This is an optimization exercise on Yosys and OpenROAD, whose aim is small area, a short achievable clock period and few clock cycles per item, not a production implementation.
In this exercise RTL edits were held to simulation tests only and were not proved equivalent to the original.
No activity file was given, so power comes from the tool's default toggle rates.

`flow/run.sh`:
```
#!/bin/bash
# Standard synthesis, then the standard layout steps with repair_timing
# aiming for a setup margin of 18.2 ns on the design's clock. MATCH_CELL_FOOTPRINT=0
set -e
bash standard.sh synth > synth.log 2>&1
bash standard.sh SETUP_SLACK_MARGIN=18.2 MATCH_CELL_FOOTPRINT=0 finish > layout.log 2>&1
```
`standard.sh`:
```
#!/bin/bash
# synth_recipe.tcl (not shown) runs the flow's synth.tcl, then flattens the netlist and writes it again
# the make line also repeats each setting of config.mk as NAME=value (left out here)
make -C /OpenROAD-flow-scripts/flow DESIGN_CONFIG=/design/flow/config.mk WORK_HOME=/design/flow/orfs CLKGATE_MAP_FILE= SYNTH_SCRIPT=/design/flow/synth_recipe.tcl "${@:-finish}"
```
`config.mk`:
```
export PLATFORM = sky130hd
export DESIGN_NAME = bias_relu
export DESIGN_NICKNAME = bias_relu
export VERILOG_FILES = /design/flow/design.v
export SDC_FILE = /design/flow/constraint.sdc
export NUM_CORES = 4
export LEC_CHECK = 0
export ABC_AREA = 1
export CAP_MARGIN = 20
export CORE_MARGIN = 2
export CORE_UTILIZATION = 52
export SLEW_MARGIN = 20
```
`constraint.sdc`:
```
create_clock -name core_clock -period 24.0 [get_ports {clk}]
set_input_delay 4.8000 -clock core_clock [delete_from_list [all_inputs] [get_ports {clk}]]
set_output_delay 4.8000 -clock core_clock [all_outputs]
set_load 0.01 [all_outputs]
```
`design.v`:
```
module bias_relu (
    input  wire        clk,
    input  wire        rst,         
    input  wire        in_valid,
    output wire        in_ready,
    input  wire [31:0] in_a,        
    input  wire [31:0] in_b,        
    input  wire        in_add,      
    input  wire        in_relu,     
    output wire        out_valid,
    input  wire        out_ready,
    output wire [31:0] out_data
);
    integer i;
    reg v1, v2, hv, tv;
    wire r1_en = ~(v1 & v2 & tv);       
    wire r2_en = ~(v2 & tv);            
    wire wr    = v2 & ~tv;              
    wire rd    = hv & out_ready;        
    assign in_ready  = ir;
    assign out_valid = hv;
    reg  [31:0] a, b_in;
    reg         add, relu;
    always @(posedge clk)
        if (r1_en) begin
            a <= in_a; b_in <= in_b; add <= in_add; relu <= in_relu;
        end
    wire [31:0] b = b_in;
    wire        sa = a[31], sb = b[31];
    wire [7:0]  ea = a[30:23], eb = b[30:23];
    wire        ea_z = (ea == 8'd0), eb_z = (eb == 8'd0);
    wire        ea_m = (ea == 8'hFF), eb_m = (eb == 8'hFF);
    wire        fa_z = (a[22:0] == 23'd0), fb_z = (b[22:0] == 23'd0);
    wire        a_nan = ea_m & ~fa_z, b_nan = add & eb_m & ~fb_z;
    wire        a_inf = ea_m & fa_z,  b_inf = add & eb_m & fb_z;
    wire        sub  = add & (sa ^ sb);
    wire        gt, eqm;
    mag_cmp32 u_cmp (.x({1'b0, b[30:0]}), .y({1'b0, a[30:0]}), .gt(gt), .eq(eqm));
    wire        swap = add & gt;
    wire        a_zero = ea_z & fa_z;
    wire [7:0]  xa = {ea[7:1], ea[0] | ea_z};
    wire [7:0]  xb = {eb[7:1], eb[0] | eb_z};
    wire [7:0]  dab = xa - xb;
    wire [7:0]  dba = xb - xa;
    wire [7:0]  d   = swap ? dba : dab;
    wire        s_big  = swap ? sb : sa;
    wire [7:0]  x_big  = swap ? xb : xa;
    wire [23:0] m_big  = swap ? {~eb_z, b[22:0]} : {~ea_z, a[22:0]};
    wire [23:0] m_small= swap ? {~ea_z, a[22:0]} : ({~eb_z, b[22:0]} & {24{add}});
    wire        dbig = |d[7:5];
    wire [25:0] v0 = {m_small, 2'b00};
    wire [25:0] v1s = d[0] ? {1'b0,  v0[25:1]}  : v0;
    wire [25:0] v2s = d[1] ? {2'b0,  v1s[25:2]} : v1s;
    wire [25:0] v3s = d[2] ? {4'b0,  v2s[25:4]} : v2s;
    wire [25:0] v4s = d[3] ? {8'b0,  v3s[25:8]} : v3s;
    wire [25:0] v5s = d[4] ? {16'b0, v4s[25:16]} : v4s;
    wire        sticky = dbig ? (m_small != 24'd0) :
                         ((d[0] & v0[0]) | (d[1] & |v1s[1:0]) | (d[2] & |v2s[3:0]) |
                          (d[3] & |v3s[7:0]) | (d[4] & |v4s[15:0]));
    wire [25:0] sh = dbig ? 26'd0 : v5s;
    wire [26:0] m_small_al = {sh, sticky};
    wire [26:0] m_big_al   = {m_big, 3'b000};
    wire [27:0] sum;
    bk_add #(27) u_add (.x(m_big_al), .y(m_small_al ^ {27{sub}}), .cin(sub),
                         .sum(sum[26:0]), .cout(sum[27]));
    wire        nan_res  = a_nan | b_nan | (a_inf & b_inf & sub);
    wire        inf_res  = a_inf | b_inf;
    wire        zero_res = add ? eqm & (sub | a_zero) : a_zero;
    wire        s_res    = zero_res ? (sa & (sb | ~add)) : s_big;
    wire        kill     = relu & (nan_res | zero_res | s_res);
    reg  [26:0] s27;
    reg         cout;
    reg  [7:0]  xq;
    reg         sq;
    reg         z_q;       
    reg         zs_q;
    reg         qnan_q;    
    reg         inf_q;     
    reg         x254_q;    
    always @(posedge clk)
        if (r2_en) begin
            s27    <= sum[26:0];
            cout   <= sum[27] & ~sub;
            xq     <= x_big;
            sq     <= s_big;
            z_q    <= kill | (zero_res & ~nan_res);
            zs_q   <= ~kill & s_res;
            qnan_q <= add & nan_res;
            inf_q  <= inf_res & ~nan_res;
            x254_q <= (x_big == 8'd254);
        end
    wire [27:0] s28 = {cout, s27};
    reg  [27:0] lim;
    always @(*) for (i = 0; i < 28; i = i + 1) lim[i] = (xq == 8'd27 - i);
    wire [27:0] s_l = s28 | lim;
    wire [4:0]  lz;
    lzc32 u_lzc (.x({s_l, 4'b0000}), .n(lz));
    wire [27:0] n4 = lz[4] ? {s28[11:0], 16'd0} : s28;
    wire [27:0] n3 = lz[3] ? {n4[19:0], 8'd0}  : n4;
    wire [27:0] n2 = lz[2] ? {n3[23:0], 4'd0}  : n3;
    wire [27:0] n1 = lz[1] ? {n2[25:0], 2'd0}  : n2;
    wire [27:0] nl = lz[0] ? {n1[26:0], 1'd0}  : n1;
    reg g, st, l;
    always @(*) begin
        case (lz)
            5'd0:    begin l = s28[4]; g = s28[3]; st = |s28[2:0]; end
            5'd1:    begin l = s28[3]; g = s28[2]; st = |s28[1:0]; end
            5'd2:    begin l = s28[2]; g = s28[1]; st = s28[0];    end
            default: begin l = 1'b0;   g = 1'b0;   st = 1'b0;      end
        endcase
    end
    wire        rnd = g & (st | l);
    wire [23:0] m   = nl[27:4];
    wire [23:0] mr  = {1'b0, m[22:0]} + {23'd0, rnd};     
    wire [8:0]  ex  = {1'b0, xq} - {4'd0, lz} + {7'd0, m[23]} + {7'd0, mr[23]};
    wire [31:0] pk  = {ex, mr[22:0]};
    wire        ovf = x254_q & ((lz == 5'd0) | ((lz == 5'd1) & mr[23]));
    reg  [31:0] result;
    always @(*) begin
        if (z_q)
            result = {zs_q, 31'd0};
        else if (qnan_q)
            result = 32'h7FC00000;
        else if (inf_q | ovf)
            result = {sq, 8'hFF, 23'd0};
        else
            result = {sq, pk[30:0]};
    end
    reg  [31:0] h, t;
    always @(posedge clk) begin
        if (~hv | out_ready)
            h <= tv ? t : result;
        if (~tv)
            t <= result;
    end
    assign out_data = h;
    wire v1_n = r1_en ? in_valid : v1;
    wire v2_n = r2_en ? v1 : v2;
    wire hv_n = wr | (hv & ~rd) | tv;
    wire tv_n = (tv & ~rd) | (wr & hv & ~rd);
    reg  ir;
    always @(posedge clk) begin
        if (rst) begin
            v1 <= 1'b0; v2 <= 1'b0; hv <= 1'b0; tv <= 1'b0; ir <= 1'b1;
        end else begin
            v1 <= v1_n; v2 <= v2_n; hv <= hv_n; tv <= tv_n;
            ir <= ~(v1_n & v2_n & tv_n);
        end
    end
endmodule
module mag_cmp32 (
    input  wire [31:0] x,
    input  wire [31:0] y,
    output wire        gt,
    output wire        eq
);
    wire [31:0] g0 = x & ~y;
    wire [31:0] e0 = ~(x ^ y);
    wire [15:0] g1, e1;
    wire [7:0]  g2, e2;
    wire [3:0]  g3, e3;
    wire [1:0]  g4, e4;
    genvar i;
    generate
        for (i = 0; i < 16; i = i + 1) begin : l1
            assign g1[i] = g0[2*i+1] | (e0[2*i+1] & g0[2*i]);
            assign e1[i] = e0[2*i+1] & e0[2*i];
        end
        for (i = 0; i < 8; i = i + 1) begin : l2
            assign g2[i] = g1[2*i+1] | (e1[2*i+1] & g1[2*i]);
            assign e2[i] = e1[2*i+1] & e1[2*i];
        end
        for (i = 0; i < 4; i = i + 1) begin : l3
            assign g3[i] = g2[2*i+1] | (e2[2*i+1] & g2[2*i]);
            assign e3[i] = e2[2*i+1] & e2[2*i];
        end
        for (i = 0; i < 2; i = i + 1) begin : l4
            assign g4[i] = g3[2*i+1] | (e3[2*i+1] & g3[2*i]);
            assign e4[i] = e3[2*i+1] & e3[2*i];
        end
    endgenerate
    assign gt = g4[1] | (e4[1] & g4[0]);
    assign eq = e4[1] & e4[0];
endmodule
module lzc32 (
    input  wire [31:0] x,
    output wire [4:0]  n
);
    wire [15:0] v1;  wire [15:0] c1;
    wire [7:0]  v2;  wire [15:0] c2;
    wire [3:0]  v3;  wire [11:0] c3;
    wire [1:0]  v4;  wire [7:0]  c4;
    genvar i;
    generate
        for (i = 0; i < 16; i = i + 1) begin : l1
            assign v1[i] = x[2*i+1] | x[2*i];
            assign c1[i] = ~x[2*i+1];
        end
        for (i = 0; i < 8; i = i + 1) begin : l2
            assign v2[i] = v1[2*i+1] | v1[2*i];
            assign c2[2*i+1:2*i] = v1[2*i+1] ? {1'b0, c1[2*i+1]} : {1'b1, c1[2*i]};
        end
        for (i = 0; i < 4; i = i + 1) begin : l3
            assign v3[i] = v2[2*i+1] | v2[2*i];
            assign c3[3*i+2:3*i] = v2[2*i+1] ? {1'b0, c2[4*i+3:4*i+2]} : {1'b1, c2[4*i+1:4*i]};
        end
        for (i = 0; i < 2; i = i + 1) begin : l4
            assign v4[i] = v3[2*i+1] | v3[2*i];
            assign c4[4*i+3:4*i] = v3[2*i+1] ? {1'b0, c3[6*i+5:6*i+3]} : {1'b1, c3[6*i+2:6*i]};
        end
    endgenerate
    assign n = v4[1] ? {1'b0, c4[7:4]} : {1'b1, c4[3:0]};
endmodule
module bk_add #(parameter N = 8) (
    input  wire [N-1:0] x,
    input  wire [N-1:0] y,
    input  wire         cin,
    output wire [N-1:0] sum,
    output wire         cout
);
    localparam M = N + 1;                
    function integer lg2;            
        input integer v;
        integer k;
        begin
            lg2 = 0;
            for (k = 1; k < v; k = k * 2) lg2 = lg2 + 1;
        end
    endfunction
    localparam L = lg2(M);
    wire [M-1:0] g0 = {x & y, cin};
    wire [M-1:0] p0 = {x ^ y, 1'b0};
    wire [M-1:0] gu [0:L];
    wire [M-1:0] pu [0:L];
    assign gu[0] = g0; assign pu[0] = p0;
    genvar l, i;
    generate
        for (l = 0; l < L; l = l + 1) begin : up
            for (i = 0; i < M; i = i + 1) begin : b
                if ((i % (2 << l)) == (2 << l) - 1) begin : c
                    assign gu[l+1][i] = gu[l][i] | (pu[l][i] & gu[l][i - (1 << l)]);
                    assign pu[l+1][i] = pu[l][i] & pu[l][i - (1 << l)];
                end else begin : n
                    assign gu[l+1][i] = gu[l][i];
                    assign pu[l+1][i] = pu[l][i];
                end
            end
        end
        wire [M-1:0] gd [0:L];
        assign gd[L] = gu[L];
        for (l = L - 1; l >= 1; l = l - 1) begin : dn
            for (i = 0; i < M; i = i + 1) begin : b
                if ((i % (1 << l)) == (1 << (l - 1)) - 1 && i >= (1 << l)) begin : c
                    assign gd[l][i] = gd[l+1][i] | (pu[l-1][i] & gd[l+1][i - (1 << (l - 1))]);
                end else begin : n
                    assign gd[l][i] = gd[l+1][i];
                end
            end
        end
        assign sum  = p0[M-1:1] ^ gd[1][M-2:0];
        assign cout = gd[1][M-1];
    endgenerate
endmodule
```
==> results of run 1 <==
## metrics by stage
step	util	cell area, sq um	hold slack, ns	setup slack (ns)	total power [uW]
floorplan	-	13740	0.4143	18.38	979.1
global placement	0.5752	14950	0.4317	16.38	1203
detailed placement	0.5752	14950	0.4356	16.34	1211
CTS	0.6056	15740	0.4546	18.18	1507
global route	0.6373	16560	0.4801	18.01	1674
finish	0.6373	16560	0.4560	18.20	1560
## flip-flops by register name, indices dropped and copies added, names as in the netlist, 8 cells and up
register / flops
b_in: 32
s27: 27
h: 32
a: 32
xq: 8
t: 32
## area by class of cell
type / instances / share of cell area
clock buffers: 17 / 0.02569
clock inverters: 15 / 0.01247
inverters: 197 / 0.04541
multi-input cells: 1396 / 0.4994
flip-flops and latches: 177 / 0.2987
well taps: 335 / 0.02531
repair buffers: 173 / 0.09142
repair inverters: 4 / 0.001662
## power breakdown
part	switching, uW	total, uW	leakage, uW	internal (uW)
Combinational	516	789	0.00544	273
Clock	152	299	0.000305	146
Sequential	44.2	473	0.00182	428
## cells by family (layout without fill, tap and decap cells)
kind of cell / count (synthesis) / count (layout) / synth area share
XOR/XNOR: 61 / 61 / 0.03890
flip-flops: 177 / 177 / 0.3600
AND/OR/NAND/NOR: 986 / 995 / 0.3275
adder cells (fa/ha/maj): 95 / 95 / 0.09529
buffers and inverters: 261 / 406 / 0.07807
multiplexers: 3 / 3 / 0.002186
AO/OA/AOI/OAI: 241 / 242 / 0.09803
## what timing repair did
| action | in CTS | in global routing |
|---|---|---|
| gates cloned | 6 | 12 |
| endpoints found under the hold margin | 0 | 0 |
| pin swaps | 4 | 42 |
| gates resized for setup | 100 | 110 |
| endpoints found under the setup margin | 94 | 55 |
| buffers inserted | 8 | 46 |
| hold buffers | 0 | 0 |
## routing by layer
layer / global-route usage / part of all wire / vias to the layer above
met1: 0.3665 / 0.39 / 6280
met3: 0.03493 / 0.060 / 165
met5: 0 / 0 / -
met2: 0.5219 / 0.49 / 576
li1: - / - / 6519
met4: 0.1147 / 0.057 / 0
## final timing paths
path | startpoint | to | slack (ns) | cells past startpoint
hold / removal | t[3] | t[3] | 0.46 | 2
setup / recovery | h[20] | out_data[20] | 18.20 | 1
hold reg to reg | t[3] | t[3] | 0.46 | 2
setup reg to reg | b_in[23] | s27[21] | 18.27 | 34
## placed cells by master, fill, tap and decap left out, types with 20 or more instances in the layout
master,netlist,final
xor2_1,48,44
clkdlybuf4s50_1,0,69
dfxtp_1,37,36
nor2_1,108,104
nand2_2,14,26
edfxtp_1,140,140
nand4_1,58,58
o21ai_1,29,44
o21ai_0,93,73
nand3_1,247,242
clkbuf_16,0,20
inv_1,175,163
inv_2,19,27
clkbuf_2,2,33
buf_4,1,59
a21oi_1,72,68
nand2_1,473,455
ha_1,79,71
==> flow_metrics.py, run 1 <==
metrics = {
    "routing": {
        "drtIter0Drc": 1291,
        "num_vias": 13540,
        "wirelength_microns": 43220,
        "wl_per_cell_microns": 18.68,
        "drt.antenna.violating_nets": 0,
        "drc": 0,
        "viasPerCell": 5.851,
        "dr.pass1.iters": 7,
    },
    "logic_synthesis": {
        "synth_top_cell_by_area": "edfxtp_1",
        "seq_area_frac_synth": 0.3600,
        "synth_ff_type": "edfxtp_1",
        "synth_cell_types": 60,
        "ys_ff_latch": 177,
        "synth_edf_count": 140,
        "yosysMostFrequentCell": "nand2_1",
        "synthTopCellsByCount": "473 x nand2_1, 247 x nand3_1, 175 x inv_1",
        "synth_nets": 1989,
        "ys.warnings.count": 2,
        "synth_top_area_frac": 0.3061,
        "avgSynthCellArea_sq_um": 7.530,
        "synth_area_leaders": "edfxtp_1 31%, nand2_1 13%, nand3_1 9.0%, ha_1 7.2%, dfxtp_1 5.4%",
        "syn_inst": 1824,
        "syn_area_sq_mm": 0.01373,
        "async_reset_ff_frac": 0,
    },
    "floorplan": {
        "dieArea_sq_mm": 0.02773,
        "die_x_microns": 166.5,
        "rows": 59,
        "num_io_pins": 104,
        "fp.dieH_microns": 166.5,
        "initial_core_util": 0.5286,
        "core-area_sq_mm": 0.02598,
    },
    "grt": {
        "grt_overflow": 0,
        "grt_usage": 0.2943,
        "grt_pass1_wl_microns": 65280,
        "grt_pass1_vias": 12470,
        "grt_max_degree": 69,
        "antenna_found_initial": 0,
    },
    "critical_path": {
        "crit_family": "flip-flops",
        "max_stage_delay_ns": 0.40,
        "path_max_fanout": 1,
        "start_kind": "flop",
        "worstSetupPathType": "flop to output port",
        "setup.worst_path.end_class": "output port",
        "arrival_ns": 1.00,
        "worst_ep_required_time_ns": 19.20,
        "crit_buf_inv": 1,
        "slowest_stage": "edfxtp_1",
        "path_cells": "clkbuf_2",
    },
    "clocking": {
        "cts_root_buf": "clkbuf_16",
        "cts.reportedPaths.clkPinSlew_ns": 0.10,
        "clk_path_buf_depth": 2,
        "numCtsBuffers": 17,
        "clk_latency_ns": 0.45,
        "htree_num_levels": 4,
        "cts_tree": "done",
        "clock-sinks": 177,
    },
    "placed_design": {
        "portBuffers": 103,
        "dp_hpwl_microns": 31560,
        "gp_congestion": 0.9968,
        "dp.cells": 2210,
    },
    "cells_and_area": {
        "nets": 2131,
        "drive_gt1_frac": 0.1531,
        "ff_latch_area_sq_mm": 0.004946,
        "multi_input_area_sq_mm": 0.008270,
        "fillers": 2337,
        "instances_no_fill": 2314,
        "antenna_cells": 0,
        "area.growth.synth_to_final_pct": 20.58,
    },
    "pwr": {
        "p_leak_uw": 0.007568,
        "power_density_mw_per_mm2": 94.23,
        "ir_drop_v": 0.00007480,
    },
    "timing": {
        "fin_worst_skew_ns": 0.02454,
        "period_needed_ns": 5.796,
        "finalCritPeriodShare": 0.2415,
        "rsz0062_at_grt": "true",
        "setup_violations": 0,
        "finalSetupTns_ns": 0,
        "maxSlewViolCount": 0,
        "max_slew_margin": 0.4245,
        "worst_pin_slew_ns": 0.8543,
        "max_freq_ghz": 0.1725,
        "finalHoldViolCount": 0,
    },
    "status": {
        "status": "finished clean",
    },
    "flow_run": {
        "maxCapViolCount": 0,
    },
    "hold_path": {
        "hp-class": "flop to flop",
    },
}
Testbench counts, summed over its fixed seeds: cycles 16,024, items 16,000.
==> inputs of run 2 (changes only) <==
==> flow/run.sh (replaced) <==
#!/bin/bash
# Standard synthesis, then the standard layout steps with repair_timing
# aiming for a setup margin of 18.3 ns on the design's clock. MATCH_CELL_FOOTPRINT=0
set -e
bash standard.sh synth > synth.log 2>&1
bash standard.sh SETUP_SLACK_MARGIN=18.3 MATCH_CELL_FOOTPRINT=0 finish > layout.log 2>&1
--- a/config.mk
+++ b/config.mk
@@ -8,5 +8,5 @@
 export ABC_AREA = 1
 export CAP_MARGIN = 20
 export CORE_MARGIN = 2
-export CORE_UTILIZATION = 52
+export CORE_UTILIZATION = 40
 export SLEW_MARGIN = 20
==> run 2 against run 1 <==
Sequential cell count unchanged; non-clock buffer count up 7; sequential power about the same; fmax about the same; setup slack better by 0.0010 ns; still clean; highest routed layer unchanged; clock skew down 0.013 ns; die area up 29%; worst hold slack worse by 0.0094 ns; register-to-register slack better by 0.27 ns.
==> flow_metrics.py, run 2 <==
metrics = {
    "logic_synthesis": {
        "seq_area_frac_synth": 0.3600,
        "avgSynthCellArea_sq_um": 7.530,
        "syn_area_sq_mm": 0.01373,
        "synth_top_area_frac": 0.3061,
        "async_reset_ff_frac": 0,
        "synth_area_leaders": "edfxtp_1 31%, nand2_1 13%, nand3_1 9.0%, ha_1 7.2%, dfxtp_1 5.4%",
        "synth_nets": 1989,
        "synth_cell_types": 60,
        "ys.warnings.count": 2,
        "synth_top_cell_by_area": "edfxtp_1",
        "synth_ff_type": "edfxtp_1",
        "syn_inst": 1824,
        "ys_ff_latch": 177,
        "synthTopCellsByCount": "473 x nand2_1, 247 x nand3_1, 175 x inv_1",
        "synth_edf_count": 140,
        "yosysMostFrequentCell": "nand2_1",
    },
    "timing": {
        "maxSlewViolCount": 0,
        "rsz0062_at_grt": "true",
        "period_needed_ns": 5.795,
        "holdWs_ns": 0.4466,
        "max_slew_margin": 0.3118,
        "finalHoldViolCount": 0,
        "fin_worst_skew_ns": 0.01160,
        "setup_violations": 0,
        "worst_pin_slew_ns": 1.029,
        "max_freq_ghz": 0.1726,
        "finalCritPeriodShare": 0.2414,
        "finalSetupTns_ns": 0,
    },
    "grt": {
        "grt_max_degree": 67,
        "grt_pass1_vias": 12530,
        "grt_pass1_wl_microns": 66260,
        "met3_usage": 0.03874,
        "grt_use_met2": 0.4119,
        "grt-busiest-layer": "met2",
        "grt_usage": 0.2361,
        "grt_overflow": 0,
        "antenna_found_initial": 0,
        "grtUsageMet1": 0.2956,
    },
    "hold_path": {
        "hold_depth": 2,
        "whs_endpoint": "t[30]",
        "hold_start": "t[30]",
        "hp-class": "flop to flop",
    },
    "critical_path": {
        "path_max_fanout": 1,
        "setup.worst_path.end_class": "output port",
        "start_kind": "flop",
        "path_cells": "clkbuf_2",
        "crit_family": "flip-flops",
        "reg2regPathDepth": 31,
        "slowest_stage": "edfxtp_1",
        "reg2reg_slack_ns": 18.54,
        "crit_buf_inv": 1,
        "reg2reg_to": "s27[22]",
        "worstSetupPathType": "flop to output port",
        "arrival_ns": 0.99,
        "worst_ep_required_time_ns": 19.20,
        "timing.rr.start": "a[27]",
        "max_stage_delay_ns": 0.40,
    },
    "cells_and_area": {
        "fillers": 3403,
        "antenna_cells": 0,
        "final_cell_mix": "457 x nand2_1, 244 x nand3_1, 163 x inv_1, 140 x edfxtp_1, 103 x nor2_1",
        "multi_input_area_sq_mm": 0.008235,
        "nets": 2138,
        "final_core_util": 0.4915,
        "area.growth.synth_to_final_pct": 20.60,
        "drive_gt1_frac": 0.1521,
        "final_common_cell": "nand2_1",
        "ff_latch_area_sq_mm": 0.004946,
    },
    "routing": {
        "drc": 0,
        "wl_per_cell_microns": 17.79,
        "drtIter0Drc": 1127,
        "dr.pass1.iters": 6,
        "viasPerCell": 5.432,
        "drt.antenna.violating_nets": 0,
        "wirelength_microns": 43300,
        "num_vias": 13220,
    },
    "clocking": {
        "htree_num_levels": 4,
        "cts.reportedPaths.clkPinSlew_ns": 0.07,
        "cts_hold_buf": 0,
        "clock-sinks": 177,
        "cts_root_buf": "clkbuf_16",
        "cts_tree": "done",
        "clk_latency_ns": 0.45,
        "numCtsBuffers": 17,
        "clk_path_buf_depth": 2,
    },
    "floorplan": {
        "fp.dieH_microns": 189.3,
        "dieArea_sq_mm": 0.03583,
        "rows": 67,
        "die_x_microns": 189.3,
        "num_io_pins": 104,
        "initial_core_util": 0.4076,
        "core-area_sq_mm": 0.03370,
    },
    "placed_design": {
        "dp_hpwl_microns": 32370,
        "portBuffers": 103,
        "gp_congestion": 0.9571,
    },
    "pwr": {
        "power_density_mw_per_mm2": 90.82,
        "ir_drop_v": 0.00005941,
        "p_leak_uw": 0.007540,
    },
    "status": {
        "status": "finished clean",
    },
    "flow_run": {
        "maxCapViolCount": 0,
    },
}
-- run 2: cells by family after synthesis --
kind of cell	after synthesis	share of synthesized area
fa+ha+maj	95	0.09529
mux	3	0.002186
simple gates	986	0.3275
buf+inv	261	0.07807
xor+xnor	61	0.03890
flops	177	0.3600
compound gates	241	0.09803
-- run 2: area by class of cell --
class / instances / share of cell area
clock buffer: 21 / 0.02719
clock inverter: 11 / 0.004910
inverter: 197 / 0.04600
multi-input combinational: 1396 / 0.4972
sequential: 177 / 0.2986
tap: 448 / 0.03384
timing repair buffer: 180 / 0.09057
timing repair inverter: 4 / 0.001662
-- run 2: how the worst max path moves through the flow --
| stage | from | end | slack (ns) | depth (start not counted) |
|---|---|---|---|---|
| after detailed placement | a[28] | s27[26] | 16.40 | 32 |
| after global routing | h[26] | out_data[26] | 18.15 | 1 |
| final | h[26] | out_data[26] | 18.21 | 1 |
| after global placement | a[28] | s27[26] | 16.64 | 33 |
| after floorplan | out_ready | h[0] | 18.38 | 2 |
| after CTS | h[26] | out_data[26] | 18.16 | 1 |
-- run 2: layer usage --
| metal | vias to the layer above | wire (microns) |
|---|---|---|
| met5 | - | 0 |
| met4 | 0 | 1641 |
| met3 | 94 | 2133 |
| met2 | 426 | 21130 |
| met1 | 6193 | 18400 |
| li1 | 6508 | - |
-- run 2: stage by stage --
step | setup slack (ns) | instances | total power (uW) | cell area (sq um)
2_1_floorplan | 18.38 | 1824 | 979.1 | 13740
3_3_place_gp | 16.64 | 2319 | 1200 | 15060
3_5_place_dp | 16.40 | 2319 | 1203 | 15060
4_1_cts | 18.16 | 2380 | 1466 | 15900
5_1_grt | 18.15 | 2434 | 1625 | 16560
6_report | 18.21 | 2434 | 1504 | 16560
-- run 2: what timing repair did --
action                                  4_1_cts  5_1_grt
setup buffers                                20       47
endpoints found under the hold margin         0        0
gates cloned                                  9        7
endpoints found under the setup margin       97       67
gates resized for setup                     133       77
pin swaps                                    11       24
-- run 2: power by group --
part           switching (uW)  internal (uW)  total [uW]  leakage (uW)
logic                     503            269         772       0.00545
clock network             121            136         257      0.000268
registers                46.1            429         475       0.00182
==> inputs of run 3 (changes only) <==
==> flow/run.sh (replaced) <==
#!/bin/bash
# Standard synthesis, then the standard layout steps with:
#  - repair_timing aiming for a setup margin of 18.2 ns on the design's clock,
#  - resizing not limited to the same cell footprint,
#  - port buffers of the smallest plain buffer (repair upsizes the critical ones).
set -e
bash standard.sh synth > synth.log 2>&1
bash standard.sh SETUP_SLACK_MARGIN=18.2 MATCH_CELL_FOOTPRINT=0 \
    "BUFFER_PORTS_ARGS=-buffer_cell sky130_fd_sc_hd__buf_1" finish > layout.log 2>&1
--- a/config.mk
+++ b/config.mk
@@ -9,4 +9,5 @@
 export CAP_MARGIN = 20
 export CORE_MARGIN = 2
 export CORE_UTILIZATION = 40
+export CTS_BUF_LIST = sky130_fd_sc_hd__clkbuf_8
 export SLEW_MARGIN = 20
==> run 3 against run 2 <==
Largest cell class unchanged; total power down 5.2%; register-to-register slack worse by 0.08 ns; clock skew up 0.011 ns; die area unchanged; synthesized cell count unchanged; worst hold slack better by 0.014 ns; sequential share of layout area up 1.3 points; cell area down 4.2%.
==> flow_metrics.py, run 3 <==
metrics = {
    "logic_synthesis": {
        "synth_ff_type": "edfxtp_1",
        "async_reset_ff_frac": 0,
        "synthTopCellsByCount": "473 x nand2_1, 247 x nand3_1, 175 x inv_1",
        "avgSynthCellArea_sq_um": 7.530,
        "yosysMostFrequentCell": "nand2_1",
        "synth_edf_count": 140,
        "synth_nets": 1989,
        "synth_area_leaders": "edfxtp_1 31%, nand2_1 13%, nand3_1 9.0%, ha_1 7.2%, dfxtp_1 5.4%",
        "syn_inst": 1824,
        "ys_ff_latch": 177,
        "ys.warnings.count": 2,
        "seq_area_frac_synth": 0.3600,
        "synth_top_area_frac": 0.3061,
        "syn_area_sq_mm": 0.01373,
        "synthMuxAreaShare": 0.002186,
        "synth_fa_ha_area_frac": 0.09529,
        "synthXorXnorAreaFrac": 0.03890,
        "synth_top_family_by_area": "simple AND/OR/NAND/NOR gates",
        "synth_top_cell_by_area": "edfxtp_1",
        "synth_simple_gate_area_frac": 0.3275,
        "synth_cell_types": 60,
        "synth-compound-area-share": 0.09802,
    },
    "cells_and_area": {
        "drive_gt1_frac": 0.1427,
        "area.growth.synth_to_final_pct": 15.48,
        "nets": 2128,
        "final_cell_mix": "459 x nand2_1, 244 x nand3_1, 167 x inv_1, 140 x edfxtp_1, 102 x nor2_1",
        "fin_area_sq_mm": 0.01586,
        "final_common_cell": "nand2_1",
        "antenna_cells": 0,
    },
    "timing": {
        "worst_pin_slew_ns": 0.9875,
        "setup_violations": 0,
        "finalSetupTns_ns": 0,
        "fin_worst_skew_ns": 0.02288,
        "maxSlewViolCount": 0,
        "layout_setup_ws_ns": 18.17,
        "finalHoldViolCount": 0,
        "finalCritPeriodShare": 0.2428,
        "rsz0062_at_grt": "true",
        "period_needed_ns": 5.827,
        "max_freq_ghz": 0.1716,
        "max_slew_margin": 0.3393,
    },
    "floorplan": {
        "fp.dieH_microns": 189.3,
        "initial_core_util": 0.4076,
        "rows": 67,
        "core-area_sq_mm": 0.03370,
        "dieArea_sq_mm": 0.03583,
        "die_x_microns": 189.3,
        "num_io_pins": 104,
    },
    "clocking": {
        "clk_path_buf_depth": 2,
        "clock-sinks": 177,
        "cts_hold_buf": 0,
        "numCtsBuffers": 17,
        "cts_tree": "done",
        "clk_latency_ns": 0.50,
        "htree_num_levels": 4,
        "cts_root_buf": "clkbuf_8",
        "cts.reportedPaths.clkPinSlew_ns": 0.11,
    },
    "grt": {
        "grt_max_degree": 67,
        "grt_pass1_vias": 12320,
        "grt_pass1_wl_microns": 64500,
        "antenna_found_initial": 0,
        "grt_overflow": 0,
        "grt_usage": 0.2298,
    },
    "critical_path": {
        "slowest_stage": "edfxtp_1",
        "worstSetupPathType": "flop to output port",
        "setup.worst_path.end_class": "output port",
        "path_max_fanout": 1,
        "max_stage_delay_ns": 0.39,
        "crit_buf_inv": 1,
        "start_kind": "flop",
        "crit_family": "flip-flops",
        "path_cells": "clkbuf_2",
        "worst_ep_required_time_ns": 19.20,
        "arrival_ns": 1.03,
    },
    "routing": {
        "num_vias": 13090,
        "wirelength_microns": 42020,
        "viasPerCell": 5.400,
        "dr.pass1.iters": 6,
        "wl_per_cell_microns": 17.34,
        "drtIter0Drc": 1098,
        "drt.antenna.violating_nets": 0,
        "drc": 0,
    },
    "pwr": {
        "p_seq_frac": 0.331,
        "p_leak_uw": 0.007211,
        "power_density_mw_per_mm2": 89.87,
        "power.switching_uw": 658.5,
        "share_comb_of_total_power": 0.529,
        "netSwitchingFraction": 0.4620,
        "clockPowerShare": 0.139,
        "power.internal_uw": 766.9,
        "ir_drop_v": 0.00004068,
    },
    "placed_design": {
        "portBuffers": 103,
        "gp_congestion": 0.9859,
        "place_area_sq_mm": 0.01441,
        "dp_hpwl_microns": 32050,
        "post-place-ws_ns": 15.88,
    },
    "status": {
        "status": "finished clean",
    },
    "flow_run": {
        "maxCapViolCount": 0,
    },
    "hold_path": {
        "hp-class": "flop to flop",
    },
}
-- run 3: path summary, 6_finish.rpt --
| kind | from | endpoint | slack [ns] | cells after the start |
|---|---|---|---|---|
| setup / recovery | h[21] | out_data[21] | 18.17 | 1 |
| hold / removal | t[11] | t[11] | 0.46 | 2 |
| setup reg to reg | b_in[29] | s27[26] | 18.46 | 31 |
| hold reg to reg | t[11] | t[11] | 0.46 | 2 |
-- run 3: per-layer routing --
| metal | share of wire | up-vias | GRT usage |
|---|---|---|---|
| met5 | 0 | - | 0 |
| met4 | 0.039 | 0 | 0.08945 |
| met3 | 0.046 | 71 | 0.03392 |
| met2 | 0.49 | 387 | 0.3963 |
| met1 | 0.43 | 6128 | 0.2899 |
| li1 | - | 6503 | - |
-- run 3: stage by stage --
step                      power (uW)  hold slack (ns)    util  std cells
after floorplan                979.1           0.4143       -       1824
after global placement          1156           0.4314  0.4276       2318
after detailed placement        1160           0.4351  0.4276       2318
after CTS                       1382           0.4614  0.4507       2373
after global routing            1549           0.4843  0.4706       2424
final                           1425           0.4605  0.4706       2424
-- run 3: what timing repair did --
| action | 4_1_cts | 5_1_grt |
|---|---|---|
| resized for setup | 64 | 77 |
| setup buffers | 16 | 44 |
| pin swaps | 7 | 19 |
| setup endpoints to repair | 62 | 68 |
| gates cloned | 7 | 7 |
-- run 3: power by group through the flow --
stage / sequential [uW] / clock, uW / combinational, uW
6_report: 472 / 198 / 755
2_1_floorplan: 473 / 0 / 506
4_1_cts: 472 / 206 / 705
3_3_place_gp: 478 / 0 / 677
5_1_grt: 479 / 219 / 852
3_5_place_dp: 479 / 0 / 681
-- run 3: layout make-up --
type                    count  area [sq um]
clock buffers              17         234.0
clock inverters            15         140.1
well taps                 448         560.5
inverters                 197         758.2
fillers                  3382         17840
multi-input cells        1396          8183
repair buffers            171          1021
flip-flops and latches    177          4946
repair inverters            3         17.52
-- run 3: kinds of logic (layout without fill, tap and decap cells) --
group,count (synthesis),in the layout
XOR/XNOR,61,61
AND/OR/NAND/NOR,986,995
buffers and inverters,261,403
multiplexers,3,3
AO/OA/AOI/OAI,241,242
flip-flops,177,177
adder cells (fa/ha/maj),95,95
==> inputs of run 4 (changes only) <==
--- a/config.mk
+++ b/config.mk
@@ -9,5 +9,5 @@
 export CAP_MARGIN = 20
 export CORE_MARGIN = 2
 export CORE_UTILIZATION = 40
-export CTS_BUF_LIST = sky130_fd_sc_hd__clkbuf_8
+export GPL_TIMING_DRIVEN = 1
 export SLEW_MARGIN = 20
==> run 4 against run 3 <==
Count of clock-buffer cells in the layout increased by 1; fmax rose by 0.89%; sequential share of layout area is 0.078 points lower; highest routed layer unchanged; sequential power about the same; area after synthesis unchanged; first-iteration DRC count is 3.4% higher; cell area rose by 0.30%; still clean on timing, DRC and antenna; sequential cell count did not move; non-clock buffer count is 12 lower.
==> flow_metrics.py, run 4 <==
metrics = {
    "status": {
        "status": "finished clean",
    },
    "cells_and_area": {
        "fillers": 3359,
        "ff_latch_area_sq_mm": 0.004949,
        "instances_no_fill": 2413,
        "final_common_cell": "nand2_1",
        "final_core_util": 0.4720,
        "drive_gt1_frac": 0.1293,
        "final_cell_mix": "459 x nand2_1, 244 x nand3_1, 164 x inv_1, 140 x edfxtp_1, 103 x nor2_1",
        "nets": 2117,
        "antenna_cells": 0,
        "multi_input_area_sq_mm": 0.008188,
        "area.growth.synth_to_final_pct": 15.82,
    },
    "logic_synthesis": {
        "synth_top_cell_by_area": "edfxtp_1",
        "avgSynthCellArea_sq_um": 7.530,
        "seq_area_frac_synth": 0.3600,
        "ys.warnings.count": 2,
        "synth_edf_count": 140,
        "synth_cell_types": 60,
        "synth_ff_type": "edfxtp_1",
        "synth_nets": 1989,
        "syn_area_sq_mm": 0.01373,
        "async_reset_ff_frac": 0,
        "yosysMostFrequentCell": "nand2_1",
        "ys_ff_latch": 177,
        "synth_area_leaders": "edfxtp_1 31%, nand2_1 13%, nand3_1 9.0%, ha_1 7.2%, dfxtp_1 5.4%",
        "syn_inst": 1824,
        "synthTopCellsByCount": "473 x nand2_1, 247 x nand3_1, 175 x inv_1",
        "synth_top_area_frac": 0.3061,
    },
    "timing": {
        "maxSlewViolCount": 0,
        "finalCritPeriodShare": 0.2406,
        "worst_pin_slew_ns": 0.9859,
        "max_slew_margin": 0.3404,
        "finalHoldViolCount": 0,
        "rsz0062_at_grt": "true",
        "holdWs_ns": 0.4528,
        "setup_violations": 0,
        "fin_worst_skew_ns": 0.02059,
        "layout_setup_ws_ns": 18.22,
        "period_needed_ns": 5.775,
        "finalSetupTns_ns": 0,
        "max_freq_ghz": 0.1732,
    },
    "critical_path": {
        "crit_buf_inv": 1,
        "start_kind": "flop",
        "setup.worst_path.end_class": "output port",
        "reg2regPathDepth": 31,
        "slowest_stage": "edfxtp_1",
        "path_max_fanout": 1,
        "worst_ep_required_time_ns": 19.20,
        "max_stage_delay_ns": 0.38,
        "timing.rr.start": "a[29]",
        "worstSetupPathType": "flop to output port",
        "path_cells": "clkbuf_2",
        "arrival_ns": 0.98,
        "crit_family": "flip-flops",
        "reg2reg_slack_ns": 18.36,
        "reg2reg_to": "s27[21]",
    },
    "routing": {
        "wl_per_cell_microns": 17.45,
        "wirelength_microns": 42100,
        "drtIter0Drc": 1135,
        "dr.pass1.iters": 7,
        "viasPerCell": 5.395,
        "drc": 0,
        "drt.antenna.violating_nets": 0,
        "num_vias": 13020,
    },
    "placed_design": {
        "dp_hpwl_microns": 32050,
        "post-place-ws_ns": 15.88,
        "portBuffers": 103,
        "dp.cells": 2318,
        "gp_congestion": 0.9859,
    },
    "floorplan": {
        "rows": 67,
        "core-area_sq_mm": 0.03370,
        "num_io_pins": 104,
        "fp.dieH_microns": 189.3,
        "initial_core_util": 0.4076,
        "dieArea_sq_mm": 0.03583,
        "die_x_microns": 189.3,
    },
    "pwr": {
        "p_leak_uw": 0.007159,
        "power_density_mw_per_mm2": 93.73,
        "ir_drop_v": 0.00005792,
    },
    "clocking": {
        "cts.reportedPaths.clkPinSlew_ns": 0.08,
        "cts_root_buf": "clkbuf_16",
        "cts_tree": "done",
        "htree_num_levels": 4,
        "clock-sinks": 177,
        "clk_path_buf_depth": 2,
        "cts_hold_buf": 0,
        "clk_latency_ns": 0.46,
        "numCtsBuffers": 17,
    },
    "grt": {
        "antenna_found_initial": 0,
        "grt_overflow": 0,
        "grt_usage": 0.2304,
        "grt_pass1_wl_microns": 64630,
        "grt_pass1_vias": 12230,
        "grt_max_degree": 67,
    },
    "hold_path": {
        "hp-class": "flop to flop",
        "hold_start": "t[11]",
        "whs_endpoint": "t[11]",
        "hold_depth": 2,
    },
    "flow_run": {
        "maxCapViolCount": 0,
    },
}
-- run 4: changes by cell type in the layout (fill, tap and decap cells not counted), sizes merged --
cell,delta
nand2,+1
clkbuf,-18
inv,-1
buf,+7
-- run 4: stage by stage --
stage / instance area [sq um] / power [uW]
2_1_floorplan: 13740 / 979.1
3_3_place_gp: 14410 / 1156
3_5_place_dp: 14410 / 1160
4_1_cts: 15330 / 1449
5_1_grt: 15910 / 1614
6_report: 15910 / 1491
-- run 4: cell type report --
cell class	instances	area share
timing repair buffer	159	0.05451
sequential	177	0.3111
tap	448	0.03524
multi-input combinational	1397	0.5147
timing repair inverter	3	0.001101
inverter	197	0.04782
clock buffer	18	0.02698
clock inverter	14	0.008573
-- run 4: worst max path at each step --
stage               from      endpoint  cells past startpoint
6_report           h[25]  out_data[25]                      1
5_1_grt            a[27]       s27[22]                     31
3_5_place_dp    b_in[27]       s27[26]                     32
4_1_cts         b_in[26]       s27[26]                     30
3_3_place_gp    b_in[27]       s27[26]                     31
2_1_floorplan  out_ready          h[0]                      2
-- run 4: cell families after synthesis --
group,share of synthesized area
compound gates,0.09803
buf+inv,0.07807
flops,0.3600
simple gates,0.3275
fa+ha+maj,0.09529
xor+xnor,0.03890
mux,0.002186
-- run 4: where the power goes --
group	switching [uW]	total (uW)	internal, uW
clock	131	269	138
combinational	493	749	256
sequential	44.8	473	428
-- run 4: metal layers --
layer / GRT usage / routed length [microns] / up-vias
li1: - / - / 6496
met1: 0.2940 / 18370 / 6055
met2: 0.3983 / 20430 / 391
met3: 0.03133 / 1791 / 75
met4: 0.08318 / 1516 / 0
met5: 0 / 0 / -
-- run 4: repair_timing --
item,CTS,global route
pin swaps,7,25
cloned,6,8
gates resized for setup,44,78
setup endpoints to repair,29,50
buffers inserted,15,34
==> inputs of run 5 (changes only) <==
--- a/config.mk
+++ b/config.mk
@@ -5,9 +5,8 @@
 export SDC_FILE = /design/flow/constraint.sdc
 export NUM_CORES = 4
 export LEC_CHECK = 0
-export ABC_AREA = 1
+export ABC_AREA = 0
 export CAP_MARGIN = 20
 export CORE_MARGIN = 2
 export CORE_UTILIZATION = 40
-export GPL_TIMING_DRIVEN = 1
 export SLEW_MARGIN = 20
==> run 5 against run 4 <==
Clock skew shrank 0.0081 ns; worst hold slack gained 0.012 ns; area after synthesis grew 3.4%; via count grew 0.50%; combinational power grew 3.6%; critical endpoint is now s27[24]; highest routed layer unchanged.
==> flow_metrics.py, run 5 <==
metrics = {
    "clocking": {
        "clock-sinks": 177,
        "numCtsBuffers": 17,
        "clk_latency_ns": 0.46,
        "clk_path_buf_depth": 2,
        "cts.reportedPaths.clkPinSlew_ns": 0.08,
        "cts_tree": "done",
        "cts_root_buf": "clkbuf_16",
        "htree_num_levels": 4,
        "cts_hold_buf": 0,
    },
    "logic_synthesis": {
        "synth_cell_types": 92,
        "seq_area_frac_synth": 0.3481,
        "syn_inst": 1528,
        "async_reset_ff_frac": 0,
        "synth_top_cell_by_area": "edfxtp_1",
        "synth_edf_count": 140,
        "yosysMostFrequentCell": "nand2_1",
        "synth_nets": 1693,
        "synthTopCellsByCount": "147 x nand2_1, 140 x edfxtp_1, 114 x nor2_1",
        "ys.warnings.count": 2,
        "synth_area_leaders": "edfxtp_1 30%, ha_1 7.0%, mux2i_1 6.1%, dfxtp_1 5.2%, nand2_1 3.9%",
        "syn_area_sq_mm": 0.01420,
        "synth_top_area_frac": 0.2960,
        "avgSynthCellArea_sq_um": 9.296,
        "ys_ff_latch": 177,
        "synth_ff_type": "edfxtp_1",
    },
    "pwr": {
        "power.internal_uw": 915.9,
        "share_comb_of_total_power": 0.498,
        "power.switching_uw": 642.1,
        "p_seq_frac": 0.316,
        "p_leak_uw": 0.007256,
        "power_density_mw_per_mm2": 87.39,
        "clockPowerShare": 0.186,
        "ir_drop_v": 0.00007380,
        "netSwitchingFraction": 0.4121,
        "finalPower_uw": 1558,
    },
    "critical_path": {
        "worst_ep_required_time_ns": 24.21,
        "arrival_ns": 6.60,
        "max_stage_delay_ns": 0.44,
        "start_kind": "flop",
        "cpMostUsedCell": "a21o_1",
        "setup.worst_path.end_class": "flop",
        "path_max_fanout": 11,
        "slowest_stage": "a221o_2",
        "worstSetupPathType": "flop to flop",
    },
    "timing": {
        "maxSlewViolCount": 0,
        "setup_violations": 0,
        "period_needed_ns": 6.386,
        "finalSetupTns_ns": 0,
        "worst_pin_slew_ns": 0.8313,
        "max_slew_margin": 0.4458,
        "finalCritPeriodShare": 0.2661,
        "max_freq_ghz": 0.1566,
        "finalHoldViolCount": 0,
        "fin_worst_skew_ns": 0.01246,
        "rsz0062_at_grt": "true",
        "layout_setup_ws_ns": 17.61,
    },
    "routing": {
        "drc": 0,
        "dr.pass1.iters": 6,
        "wl_per_cell_microns": 21.07,
        "viasPerCell": 5.928,
        "drt.antenna.violating_nets": 0,
        "drtIter0Drc": 1104,
        "wirelength_microns": 46510,
        "num_vias": 13080,
    },
    "floorplan": {
        "dieArea_sq_mm": 0.03703,
        "fp.dieH_microns": 192.4,
        "die_x_microns": 192.4,
        "num_io_pins": 104,
        "core-area_sq_mm": 0.03531,
        "rows": 69,
        "initial_core_util": 0.4023,
    },
    "placed_design": {
        "dp.cells": 2030,
        "post-place-ws_ns": 16.62,
        "portBuffers": 103,
        "gp_congestion": 0.9484,
        "dp_hpwl_microns": 32990,
    },
    "grt": {
        "grt_pass1_vias": 12740,
        "grt_usage": 0.2487,
        "antenna_found_initial": 0,
        "grt_max_degree": 68,
        "grt_overflow": 0,
        "grt_pass1_wl_microns": 70810,
    },
    "cells_and_area": {
        "antenna_cells": 0,
        "area.growth.synth_to_final_pct": 25.52,
        "instances_no_fill": 2207,
        "final_core_util": 0.5049,
        "final_cell_mix": "143 x nand2_1, 140 x edfxtp_1, 136 x buf_4, 107 x nor2_1, 82 x mux2i_1",
        "drive_gt1_frac": 0.2560,
        "final_common_cell": "nand2_1",
        "fillers": 3288,
        "nets": 1898,
    },
    "flow_run": {
        "maxCapViolCount": 0,
    },
    "hold_path": {
        "hp-class": "flop to flop",
    },
    "status": {
        "status": "finished clean",
    },
}
-- run 5: cell count changes after synthesis, sizes merged, moves of 84 or more --
cell   previous run  this run
inv             194        90
nand2           492       147
mux2i             3        87
nand3           252        35
-- run 5: worst max-delay path, delay by kind of cell (launching register included) --
kind | cells | cell delay, ns
AOI/OAI and AO/OA | 15 | 2.75
xor gates and xnor gates | 2 | 0.30
adders and majority gates | 3 | 1.06
buffers and inverters | 1 | 0.17
DFF | 1 | 0.41
and+or+nand+nor | 9 | 1.43
-- run 5: cell families after synthesis --
| group | after synthesis | synth area share |
|---|---|---|
| and+or+nand+nor | 456 | 0.1555 |
| AOI/OAI and AO/OA | 435 | 0.2151 |
| DFF | 177 | 0.3481 |
| buffers and inverters | 168 | 0.04880 |
| muxes | 128 | 0.09778 |
| adders and majority gates | 95 | 0.09214 |
| xor gates and xnor gates | 69 | 0.04255 |
-- run 5: path summary, 6_finish.rpt --
check                           endpoint  depth (start not counted)  slack, ns     start
worst max-delay path             s27[24]                         30      17.61  b_in[27]
worst max register to register   s27[24]                         30      17.61  b_in[27]
worst min-delay path               t[29]                          2       0.46     t[29]
worst min register to register     t[29]                          2       0.46     t[29]
-- run 5: area by class of cell --
cell class                 count  area (sq um)  area share
clock buffer                  20         467.9     0.02625
inverter                      91         356.6     0.02000
clock inverter                12         136.4    0.007650
tap                          461         576.8     0.03235
timing repair buffer         258          1804      0.1012
sequential                   177          4949      0.2776
multi-input combinational   1188          9538      0.5350
-- run 5: repair_timing --
| action | in CTS | in global routing |
|---|---|---|
| endpoints found under the hold margin | 0 | 0 |
| gates cloned | 7 | 4 |
| gates resized for setup | 132 | 91 |
| buffers inserted | 86 | 48 |
| endpoints found under the setup margin | 96 | 81 |
| pin swaps | 61 | 65 |
-- run 5: metal layers --
layer,global-route usage,up-vias,part of all wire
li1,-,6155,-
met1,0.2965,6192,0.40
met2,0.4365,561,0.49
met3,0.04037,174,0.052
met4,0.1169,0,0.051
met5,0,-,0
-- run 5: power by group through the flow --
stage          clock [uW]  combinational [uW]  sequential [uW]
6_report              290                 776              492
2_1_floorplan           0                 498              477
5_1_grt               310                 850              499
4_1_cts               298                 709              492
3_5_place_dp            0                 641              498
3_3_place_gp            0                 633              498
-- run 5: metrics by stage --
stage	cell area, sq um	hold slack [ns]
2_1_floorplan	14550	0.4225
3_3_place_gp	15150	0.4496
3_5_place_dp	15150	0.4561
4_1_cts	17080	0.4740
5_1_grt	17830	0.4884
6_report	17830	0.4646
==> inputs of run 6 (changes only) <==
--- a/config.mk
+++ b/config.mk
@@ -5,8 +5,8 @@
 export SDC_FILE = /design/flow/constraint.sdc
 export NUM_CORES = 4
 export LEC_CHECK = 0
-export ABC_AREA = 0
-export CAP_MARGIN = 20
+export ABC_AREA = 1
+export CAP_MARGIN = 10
 export CORE_MARGIN = 2
 export CORE_UTILIZATION = 40
-export SLEW_MARGIN = 20
+export SLEW_MARGIN = 10
==> run 6 against run 5 <==
Still clean on timing, DRC and antenna; non-clock buffer count shrank 99; fmax grew 11%; sequential share of layout area grew 3.4 points; sequential cell count is the same; cell area shrank 11%; final cell count grew 9.3%; first-iteration DRC count grew 2.8%; count of clock-buffer cells in the layout shrank 2; total power shrank 4.3%; clock power shrank 7.2%; critical endpoint is now out_data[25]; largest cell class unchanged.
==> flow_metrics.py, run 6 <==
metrics = {
    "routing": {
        "drtIter0Drc": 1135,
        "drc": 0,
        "wl_per_cell_microns": 17.45,
        "num_vias": 13020,
        "dr.pass1.iters": 7,
        "viasPerCell": 5.395,
        "wirelength_microns": 42100,
        "drt.antenna.violating_nets": 0,
    },
    "critical_path": {
        "crit_family": "flip-flops",
        "setup.worst_path.end_class": "output port",
        "max_stage_delay_ns": 0.38,
        "slowest_stage": "edfxtp_1",
        "worst_ep_required_time_ns": 19.20,
        "reg2reg_slack_ns": 18.36,
        "start_kind": "flop",
        "crit_buf_inv": 1,
        "worstSetupPathType": "flop to output port",
        "path_max_fanout": 1,
        "arrival_ns": 0.98,
        "path_cells": "clkbuf_2",
    },
    "timing": {
        "rsz0062_at_grt": "true",
        "max_freq_ghz": 0.1732,
        "max_slew_margin": 0.3404,
        "fin_worst_skew_ns": 0.02059,
        "period_needed_ns": 5.775,
        "finalSetupTns_ns": 0,
        "finalHoldViolCount": 0,
        "maxSlewViolCount": 0,
        "worst_pin_slew_ns": 0.9859,
        "setup_violations": 0,
        "finalCritPeriodShare": 0.2406,
    },
    "flow_run": {
        "maxCapViolCount": 0,
    },
    "placed_design": {
        "place_area_sq_mm": 0.01441,
        "dp.cells": 2318,
        "gp_congestion": 0.9859,
        "portBuffers": 103,
        "dp_hpwl_microns": 32050,
    },
    "pwr": {
        "ir_drop_v": 0.00005792,
        "power.internal_uw": 822.3,
        "clockPowerShare": 0.180,
        "p_leak_uw": 0.007159,
        "netSwitchingFraction": 0.4485,
        "p_seq_frac": 0.317,
        "power.switching_uw": 668.7,
        "finalPower_uw": 1491,
        "share_comb_of_total_power": 0.502,
        "power_density_mw_per_mm2": 93.73,
    },
    "floorplan": {
        "initial_core_util": 0.4076,
        "num_io_pins": 104,
        "fp.dieH_microns": 189.3,
        "die_x_microns": 189.3,
        "rows": 67,
        "dieArea_sq_mm": 0.03583,
        "core-area_sq_mm": 0.03370,
    },
    "clocking": {
        "htree_num_levels": 4,
        "numCtsBuffers": 17,
        "cts.reportedPaths.clkPinSlew_ns": 0.08,
        "clk_latency_ns": 0.46,
        "clock-sinks": 177,
        "cts_root_buf": "clkbuf_16",
        "cts_tree": "done",
        "clk_path_buf_depth": 2,
    },
    "cells_and_area": {
        "antenna_cells": 0,
        "final_core_util": 0.4720,
        "area.growth.synth_to_final_pct": 15.82,
        "drive_gt1_frac": 0.1293,
        "instances_no_fill": 2413,
        "final_cell_mix": "459 x nand2_1, 244 x nand3_1, 164 x inv_1, 140 x edfxtp_1, 103 x nor2_1",
        "nets": 2117,
        "fin_area_sq_mm": 0.01591,
        "final_common_cell": "nand2_1",
    },
    "logic_synthesis": {
        "synth_cell_types": 60,
        "async_reset_ff_frac": 0,
        "yosysMostFrequentCell": "nand2_1",
        "synth_nets": 1989,
        "synth_area_leaders": "edfxtp_1 31%, nand2_1 13%, nand3_1 9.0%, ha_1 7.2%, dfxtp_1 5.4%",
        "synth_top_area_frac": 0.3061,
        "synthTopCellsByCount": "473 x nand2_1, 247 x nand3_1, 175 x inv_1",
        "synth_ff_type": "edfxtp_1",
        "syn_inst": 1824,
        "synth_top_cell_by_area": "edfxtp_1",
        "synth_edf_count": 140,
        "seq_area_frac_synth": 0.3600,
        "syn_area_sq_mm": 0.01373,
        "ys_ff_latch": 177,
        "ys.warnings.count": 2,
        "avgSynthCellArea_sq_um": 7.530,
    },
    "grt": {
        "antenna_found_initial": 0,
        "grt_pass1_wl_microns": 64630,
        "grt_max_degree": 67,
        "grt_pass1_vias": 12230,
        "grt_usage": 0.2304,
        "grt_overflow": 0,
    },
    "status": {
        "status": "finished clean",
    },
    "hold_path": {
        "hp-class": "flop to flop",
    },
}
run 6: cell count changes after synthesis, moves of 25 or more:
cell / before / now
xnor2_1: 47 / 13
clkbuf_1: 53 / 27
xor2_1: 22 / 48
nand3_1: 35 / 247
nand4_1: 22 / 58
mux2i_1: 87 / 3
inv_1: 85 / 175
mux2_2: 36 / 0
a21oi_1: 97 / 72
nand2_1: 147 / 473
run 6: cell type report:
type	instances	area, sq um
fillers	3359	17790
multi-input cells	1397	8188
flip-flops and latches	177	4949
repair buffers	159	867.1
inverters	197	760.7
well taps	448	560.5
clock buffers	18	429.2
clock inverters	14	136.4
repair inverters	3	17.52
run 6: routing by layer:
| layer | vias up | GRT usage | wire length [microns] |
|---|---|---|---|
| met5 | - | 0 | 0 |
| met3 | 75 | 0.03133 | 1791 |
| met1 | 6055 | 0.2940 | 18370 |
| met2 | 391 | 0.3983 | 20430 |
| met4 | 0 | 0.08318 | 1516 |
| li1 | 6496 | - | - |
run 6: worst paths after layout:
kind          from           end  cells after the start
max reg2reg  a[29]       s27[21]                     31
min reg2reg  t[11]         t[11]                      2
min          t[11]         t[11]                      2
max          h[25]  out_data[25]                      1
run 6: logic make-up (layout without fill, tap and decap cells):
kind of cell | count (synthesis) | in the layout | share of synthesized area
muxes | 3 | 3 | 0.002186
DFF | 177 | 177 | 0.3600
AOI/OAI and AO/OA | 241 | 242 | 0.09803
and+or+nand+nor | 986 | 996 | 0.3275
xor gates and xnor gates | 61 | 61 | 0.03890
buffers and inverters | 261 | 391 | 0.07807
adders and majority gates | 95 | 95 | 0.09529
run 6: through the flow:
stage	hold WS [ns]	setup slack, ns
after CTS	0.4540	18.19
final	0.4528	18.22
after global routing	0.4752	18.10
after floorplan	0.4143	18.38
after global placement	0.4314	15.96
after detailed placement	0.4351	15.88
run 6: worst reg2reg max path, delay by kind of cell, from the launching register on:
kind            cells  cell delay [ns]
flops               1             0.42
compound gates      1             0.27
simple gates       22             2.93
fa+ha+maj           4             1.34
buf+inv             4             0.41
run 6: timing repair:
item | 4_1_cts | 5_1_grt
hold buffers | 0 | 0
setup endpoints to repair | 29 | 50
buffers inserted | 15 | 34
gates cloned | 6 | 8
pin swaps | 7 | 25
resized for setup | 44 | 78
run 6: power by group through the flow:
stage | sequential [uW] | clock (uW) | combinational (uW)
global placement | 478 | 0 | 677
floorplan | 473 | 0 | 506
finish | 473 | 269 | 749
CTS | 473 | 276 | 700
detailed placement | 479 | 0 | 681
global route | 479 | 289 | 845
==> inputs of run 7 (changes only) <==
--- a/config.mk
+++ b/config.mk
@@ -6,7 +6,7 @@
 export NUM_CORES = 4
 export LEC_CHECK = 0
 export ABC_AREA = 1
-export CAP_MARGIN = 10
+export CAP_MARGIN = 20
 export CORE_MARGIN = 2
 export CORE_UTILIZATION = 40
-export SLEW_MARGIN = 10
+export SLEW_MARGIN = 20
==> run 7 against run 6 <==
Fmax unchanged; sequential cell count unchanged; global-route usage unchanged; setup slack unchanged; cell area unchanged; combinational power about the same; wire length unchanged; via count unchanged; final cell count unchanged; still clean on timing, DRC and antenna; core utilization unchanged.
==> flow_metrics.py, run 7 <==
metrics = {
    "grt": {
        "grt_pass1_vias": 12230,
        "grt_overflow": 0,
        "antenna_found_initial": 0,
        "grt_pass1_wl_microns": 64630,
        "grt_usage": 0.2304,
        "grt_max_degree": 67,
    },
    "routing": {
        "drc": 0,
        "drtIter0Drc": 1135,
        "num_vias": 13020,
        "wirelength_microns": 42100,
        "dr.pass1.iters": 7,
        "wl_per_cell_microns": 17.45,
        "viasPerCell": 5.395,
        "drt.antenna.violating_nets": 0,
    },
    "critical_path": {
        "worstSetupPathType": "flop to output port",
        "slowest_stage": "edfxtp_1",
        "crit_family": "flip-flops",
        "worst_ep_required_time_ns": 19.20,
        "crit_buf_inv": 1,
        "setup.worst_path.end_class": "output port",
        "start_kind": "flop",
        "path_max_fanout": 1,
        "path_cells": "clkbuf_2",
        "max_stage_delay_ns": 0.38,
        "arrival_ns": 0.98,
    },
    "cells_and_area": {
        "antenna_cells": 0,
        "fillers": 3359,
        "area.growth.synth_to_final_pct": 15.82,
        "multi_input_area_sq_mm": 0.008188,
        "nets": 2117,
        "instances_no_fill": 2413,
        "drive_gt1_frac": 0.1293,
        "final_common_cell": "nand2_1",
        "ff_latch_area_sq_mm": 0.004949,
        "final_cell_mix": "459 x nand2_1, 244 x nand3_1, 164 x inv_1, 140 x edfxtp_1, 103 x nor2_1",
    },
    "timing": {
        "fin_worst_skew_ns": 0.02059,
        "period_needed_ns": 5.775,
        "finalSetupTns_ns": 0,
        "maxSlewViolCount": 0,
        "holdWs_ns": 0.4528,
        "max_freq_ghz": 0.1732,
        "finalHoldViolCount": 0,
        "worst_pin_slew_ns": 0.9859,
        "rsz0062_at_grt": "true",
        "max_slew_margin": 0.3404,
        "finalCritPeriodShare": 0.2406,
        "layout_setup_ws_ns": 18.22,
        "setup_violations": 0,
    },
    "clocking": {
        "cts_tree": "done",
        "cts_root_buf": "clkbuf_16",
        "cts.reportedPaths.clkPinSlew_ns": 0.08,
        "cts_hold_buf": 0,
        "numCtsBuffers": 17,
        "htree_num_levels": 4,
        "clk_latency_ns": 0.46,
        "clock-sinks": 177,
        "clk_path_buf_depth": 2,
    },
    "logic_synthesis": {
        "async_reset_ff_frac": 0,
        "ys.warnings.count": 2,
        "syn_area_sq_mm": 0.01373,
        "synth_area_leaders": "edfxtp_1 31%, nand2_1 13%, nand3_1 9.0%, ha_1 7.2%, dfxtp_1 5.4%",
        "synth_top_cell_by_area": "edfxtp_1",
        "syn_inst": 1824,
        "yosysMostFrequentCell": "nand2_1",
        "synthTopCellsByCount": "473 x nand2_1, 247 x nand3_1, 175 x inv_1",
        "synth_top_area_frac": 0.3061,
        "synth_nets": 1989,
        "ys_ff_latch": 177,
        "avgSynthCellArea_sq_um": 7.530,
        "seq_area_frac_synth": 0.3600,
        "synth_edf_count": 140,
        "synth_cell_types": 60,
        "synth_ff_type": "edfxtp_1",
    },
    "floorplan": {
        "rows": 67,
        "dieArea_sq_mm": 0.03583,
        "core-area_sq_mm": 0.03370,
        "fp.dieH_microns": 189.3,
        "num_io_pins": 104,
        "initial_core_util": 0.4076,
        "die_x_microns": 189.3,
    },
    "pwr": {
        "power.switching_uw": 668.7,
        "share_comb_of_total_power": 0.502,
        "power_density_mw_per_mm2": 93.73,
        "p_leak_uw": 0.007159,
        "netSwitchingFraction": 0.4485,
        "power.internal_uw": 822.3,
        "clockPowerShare": 0.180,
        "ir_drop_v": 0.00005792,
        "p_seq_frac": 0.317,
        "finalPower_uw": 1491,
    },
    "placed_design": {
        "post-place-ws_ns": 15.88,
        "dp_hpwl_microns": 32050,
        "dp.cells": 2318,
        "gp_congestion": 0.9859,
        "portBuffers": 103,
    },
    "hold_path": {
        "hp-class": "flop to flop",
    },
    "status": {
        "status": "finished clean",
    },
    "flow_run": {
        "maxCapViolCount": 0,
    },
}
-- run 7: cell counts in the layout (fill, tap and decap cells not counted) --
No cell type changed its count.
-- run 7: routing by layer --
layer | GRT usage | vias up | share of wire
met4 | 0.08318 | 0 | 0.036
met3 | 0.03133 | 75 | 0.043
li1 | - | 6496 | -
met2 | 0.3983 | 391 | 0.49
met5 | 0 | - | 0
met1 | 0.2940 | 6055 | 0.44
-- run 7: final cells by class --
type	count	area share
clock inverters	14	0.008573
flip-flops and latches	177	0.3111
inverters	197	0.04782
multi-input cells	1397	0.5147
repair inverters	3	0.001101
well taps	448	0.03524
clock buffers	18	0.02698
repair buffers	159	0.05451
-- run 7: path summary, 6_finish.rpt --
kind         slack [ns]  cells past startpoint      endpoint  startpoint
max               18.22                      1  out_data[25]       h[25]
max reg2reg       18.36                     31       s27[21]       a[29]
min reg2reg        0.45                      2         t[11]       t[11]
min                0.45                      2         t[11]       t[11]
-- run 7: what timing repair did --
item	in CTS	in global routing
cloned	6	8
setup endpoints to repair	29	50
pin swaps	7	25
buffers inserted	15	34
gates resized for setup	44	78
-- run 7: power groups by stage --
stage,clock network [uW],registers [uW],logic [uW]
4_1_cts,276,473,700
2_1_floorplan,0,473,506
5_1_grt,289,479,845
3_5_place_dp,0,479,681
3_3_place_gp,0,478,677
6_report,269,473,749
-- run 7: kinds of logic (layout without fill, tap and decap cells) --
family          after synthesis  count (layout)  synth area share
buf+inv                     261             391           0.07807
simple gates                986             996            0.3275
mux                           3               3          0.002186
xor+xnor                     61              61           0.03890
compound gates              241             242           0.09803
flops                       177             177            0.3600
fa+ha+maj                    95              95           0.09529
-- run 7: through the flow --
step / util / instance area, sq um
3_3_place_gp: 0.4276 / 14410
6_report: 0.4720 / 15910
2_1_floorplan: - / 13740
5_1_grt: 0.4720 / 15910
4_1_cts: 0.4548 / 15330
3_5_place_dp: 0.4276 / 14410
-- run 7: worst min-delay path, cell delays in order, from the launching register on --
cell,delay (ns)
dfxtp_1,0.31
nand2_1,0.05
nand2_1,0.07

[re-timing with driven ports]
The flow's constraints put no driver on any port. The routed layouts listed below were extracted and timed again, unchanged, in two steps. Step 1, drivers: a clkbuf_16 drives clk and a buf_2 each remaining input, both assumed. Step 2 times the ports against the registers' clock, not the clock port: input delays grow and output delays shrink by t, the midpoint of the rising clock arrivals with the driver on. Three values: ideal, step 1, step 2; two values: the first two.
run | t (ns) | setup WS [ns] | slew at the worst register clock pin (ns) | worst data-port slew with drivers (ns)
run 1 | 0.490 | 18.204 / 18.153 / 17.911 | 0.10 / 0.10 | 0.06
run 2 | 0.499 | 18.205 / 18.151 / 17.903 | 0.07 / 0.07 | 0.06
run 3 | 0.538 | 18.173 / 18.125 / 18.093 | 0.11 / 0.11 | 0.05
run 4 | 0.504 | 18.225 / 18.172 / 18.093 | 0.08 / 0.08 | 0.05
run 5 | 0.510 | 17.614 / 17.614 / 17.614 | 0.08 / 0.08 | 0.04
run 6 | 0.504 | 18.225 / 18.172 / 18.093 | 0.08 / 0.08 | 0.05
run 7 | 0.504 | 18.225 / 18.172 / 18.093 | 0.08 / 0.08 | 0.05
After both steps setup and hold are still met in every run listed. The setup slack of run 2, which loses most, moves by -0.054 ns with the drivers and by -0.302 ns with both steps.
